This design comes from an exercise in tuning for small area on the open sky130 flow, not from production work. Where RTL was checked, it was by simulation tests only, not by an equivalence proof against the original.

## bitw_core
module bitw_core (
    input  wire        clk,
    input  wire        rst,           
    input  wire        cmd_valid,
    output wire        cmd_ready,
    input  wire [2:0]  cmd_op,
    input  wire [7:0]  cmd_n,         
    input  wire [31:0] cmd_arg,       
    input  wire [31:0] cmd_num,       
    input  wire [31:0] cmd_den,       
    output wire        rsp_valid,
    output wire [2:0]  rsp_status,
    output wire [31:0] rsp_val,
    output wire [2:0]  rsp_nbytes,
    output wire [31:0] rsp_bytes
);
Size in the first run: roughly 1300 cells after synthesis, roughly 200 flip-flops, roughly 180 I/O pins.
export LEC_CHECK = 0
export CAP_MARGIN = 20
export CORE_MARGIN = 2
export CORE_UTILIZATION = 40
export SLEW_MARGIN = 20
create_clock -name core_clock -period 8.0 [get_ports {clk}]
standard.sh (not shown) runs the stock make flow with config.mk's settings and CLKGATE_MAP_FILE= SYNTH_SCRIPT=/design/flow/synth_recipe.tcl, a recipe that flattens the netlist after the stock synthesis.
==> flow/flow/run.sh <==
#!/bin/bash
# The standard layout (standard.sh) with two changes that only affect how
# the cells are chosen:
#  * synthesis is the standard flow's own synthesis script, with Yosys's abc pass given an
#    area-oriented ABC script (abc_area.script) instead of ORFS's speed script;
#  * the port buffers that buffer_ports inserts are buf_1 cells.
# Each tool's output goes to a log file in this folder (and ORFS's own logs).
set -euo pipefail
work=$(pwd)
fl=$work/flow

# synth_recipe.tcl with the abc pass redirected to our ABC script
{
  head -n 1 synth_recipe.tcl
  cat <<TCL
proc abc {args} {
  set i [lsearch -exact \$args -script]
  if {\$i >= 0} { lset args [expr {\$i + 1}] {$fl/abc_area.script} }
  yosys abc {*}\$args
}
TCL
  tail -n +2 synth_recipe.tcl
} > synth_area.tcl

# the standard command, synthesis only, with our synthesis script
sed -E "s#SYNTH_SCRIPT=[^ ]+#SYNTH_SCRIPT=$work/synth_area.tcl#" standard.sh > standard_area.sh
bash standard_area.sh synth > synth.log 2>&1

# the rest of the standard flow; synthesis is up to date and not rerun
bash standard.sh BUFFER_PORTS_ARGS="-buffer_cell sky130_fd_sc_hd__buf_1" finish > layout.log 2>&1
==> flow/flow/abc_area.script <==
strash
&get -n
&fraig -x
&put
scorr
dc2
strash
&get -n
&dch -f
&nf -R 1000
&put
strash
&get -n
&dch -f
&nf -R 1000
&put
topo
stime -c
The baseline finished with negative setup slack left.
Rerun with:
--- a/flow/design.v
+++ b/flow/design.v
@@ -67,22 +67,21 @@
     wire       ep   = (nbp != 3'd0);
     wire [3:0] delta = isW ? ({1'b0, k} + {3'd0, ep} - {3'd0, e}) : 4'd0;
     wire c0 = (cnt == 6'd0);
     wire serial = (cnt < 6'd29);
     wire [2:0] ln  = cnt[5] ? k : ((cnt[4:3] == 2'd0) ? 3'd3 : {1'b0, cnt[4:3] - 2'd1});
     wire [5:0] J   = {ln, ~cnt[2:0]};
     wire [5:0] idx = T - 6'd1 - J;
     reg  [4:0] aidx;
     always @(*) begin
         if (st == S_ASM) aidx = idx[4:0];
-        else if (st == S_PRE || st == S_MUL) aidx = cnt[4:0] + 5'd1;
-        else if (st == S_CONV) aidx = cnt[4:0];
+        else if (st == S_PRE || st == S_MUL || st == S_CONV) aidx = cnt[4:0];
         else aidx = 5'd0;
     end
     wire       abit = cmd_arg[aidx];
     wire J_lt_nb = (J[5:3] == 3'd0) && (J[2:0] < nb);
     wire J_lt_T  = (J < T);
     wire sbit    = J_lt_nb ? cb[0] : (J_lt_T ? abit : 1'b0);
     wire inj     = cnt[5] ? H[0] : ((ln < k) ? sbit : 1'b0);
     reg [3:0] Ks;
     always @(*) begin
         case (st)
@@ -105,27 +104,26 @@
     wire gadd = G[0] ^ Kgt ^ cgin;
     wire gcout = (G[0] & Kgt) | (G[0] & cgin) | (Kgt & cgin);
     wire vx   = (st == S_UNMAT) ? ~sadd : ((st == S_CONV) ? ~abit : sadd);
     wire vy   = (st == S_ASM) ? gadd : G[0];
     wire cvin = c0 ? ((st == S_UNMAT) || (st == S_CONV)) : cv;
     wire vadd = vx ^ vy ^ cvin;
     wire vcout = (vx & vy) | (vx & cvin) | (vy & cvin);
     wire kb    = (cnt == 6'd28) | (c0 & ep);
     wire cmpin = c0 ? 1'b0 : cmpf;
     wire cmpn  = (~kb & vadd) | (~(kb ^ vadd) & cmpin);
-    wire m = ini ? mreg : sadd;                   
     reg  useN, useD, agate, cin, divmode, qforce0;
     always @(*) begin
         useN = 1'b0; useD = 1'b0; agate = 1'b1; cin = 1'b0; divmode = 1'b0; qforce0 = 1'b0;
         case (st)
-        S_MUL:  begin useN = m; agate = c0; end
-        S_PRE:  begin useN = m; agate = c0; end
+        S_MUL:  begin useN = mreg & ~c0; agate = c0; end
+        S_PRE:  begin useN = mreg & ~c0; agate = c0; end
         S_DIV:  begin useD = 1'b1; agate = 1'b0; cin = 1'b1; divmode = 1'b1; qforce0 = c0; end
         S_PCMP: begin useD = 1'b1; agate = 1'b0; cin = sticky; end
         S_ASM:  begin agate = 1'b0; end
         S_RATE: case (cnt[2:0])
             3'd0: begin useD = 1'b1; cin = 1'b1; end
             3'd1: begin useN = 1'b1; end
             3'd2: begin divmode = 1'b1; qforce0 = 1'b1; agate = 1'b0; end
             3'd3: begin useD = 1'b1; agate = 1'b0; cin = post; end
             default: ;
             endcase
@@ -154,21 +152,21 @@
             cnt  <= 6'd0;
             nb   <= 3'd0;
             goff <= 3'd0;
             dflt <= 1'b1;
         end else begin
             cnt  <= cnt + 6'd1;
             cs   <= scout;
             cg   <= gcout;
             cv   <= vcout;
             cmpf <= cmpn;
-            mreg <= abit;
+            mreg <= ini ? abit : sadd;    
             case (st)
             S_ZAP: begin
                 if (serial) begin
                     S <= {1'b0, S[28:1]};
                     G <= {1'b0, G[28:1]};
                 end
                 if (cnt < 6'd8) cb <= {1'b0, cb[7:1]};
                 if (cnt == 6'd28) st <= S_IDLE;
             end
             S_IDLE: begin
@@ -193,23 +191,23 @@
                 if (grow && !g) begin g <= 1'b1; i0m1 <= i[1:0] - 2'd1; end
                 if (grow && !czero)
                     st <= S_MUL;
                 else begin
                     if (grow) goff <= 3'd1;      
                     if (i < k) i <= i + 3'd1;
                     else st <= S_ASM;
                 end
             end
             S_MUL: begin
-                S <= {S[0], S[28:1]};
-                G <= {sum[0], G[28:1]};
-                if (cnt == 6'd28) begin st <= S_DIV; cnt <= 6'd0; end
+                if (serial) S <= {S[0], S[28:1]};
+                if (!c0) G <= {sum[0], G[28:1]};
+                if (cnt == 6'd29) begin st <= S_DIV; cnt <= 6'd0; end
             end
             S_DIV: begin
                 G <= {G[27:0], q};
                 if (c0 && cout) begin
                     fail <= 1'b1; st <= S_REST; cnt <= 6'd0;
                 end else if (cnt == 6'd29)
                     st <= S_FIN;
             end
             S_FIN: begin
                 cnt <= 6'd0;
@@ -257,22 +255,22 @@
                 end
                 if (cnt[2:0] == 3'd4) begin
                     cnt <= 6'd0;
                     if (post) st <= S_RESP;
                     else if (x) begin rate <= 1'b1; st <= S_RESP; end
                     else if (cmd_arg[31:28] != 4'd0) begin fail <= 1'b1; st <= S_RESP; end
                     else st <= S_PRE;
                 end
             end
             S_PRE: begin
-                sticky <= (c0 ? 1'b0 : sticky) | sum[0];
-                if (cnt == 6'd27) begin st <= S_PCMP; cnt <= 6'd0; end
+                sticky <= ((cnt == 6'd1) ? 1'b0 : sticky) | sum[0];
+                if (cnt == 6'd28) begin st <= S_PCMP; cnt <= 6'd0; end
             end
             S_PCMP: begin
                 cnt <= 6'd0;
                 if (cout) begin fail <= 1'b1; st <= S_CLR; end
                 else st <= S_MUL;
             end
             S_CLR: st <= S_RESP;
             S_MAT: begin
                 if (serial) begin
                     S <= {S[0], S[28:1]};
Result: This time the run passed the timing, design-rule and antenna checks. Via count fell by 12%. Count of clock-buffer cells in the layout fell by 2. Register-to-register slack is better by 2000 ps. Global-route usage fell by 3.2 points. Critical path depth fell by 32. Clock skew is about the same. Cell area fell by 15%. Worst hold slack is better by 4.9 ps.
Only the layout flow was run in the first run of this note; the RTL was not checked for function there.

re-timing with driven ports:
How much do the figures lean on ideal ports? The routed layouts below were timed once more, with nothing changed but the port constraints. Step 1 assumes that a clkbuf_16 drives the clock port and a buf_2 every other input. Step 2 moves the port delays by t, midway between the first and last clock arrival at a register: inputs arrive t later, outputs are due t later. That takes back most of the time a late clock gives input paths. Slacks: no drivers / after step 1 / after step 2; pairs: no drivers / after step 1.
run	t, ns	setup slack, ns	clock arrival spread, ns
the first run	0.495	-2.527 / -2.520 / -3.015	0.015 / 0.014
the second run	0.494	0.518 / 0.548 / 0.054	0.018 / 0.018
For the first run, which loses most, drivers alone change the setup slack by +0.007 ns; drivers and shift together by -0.488 ns.
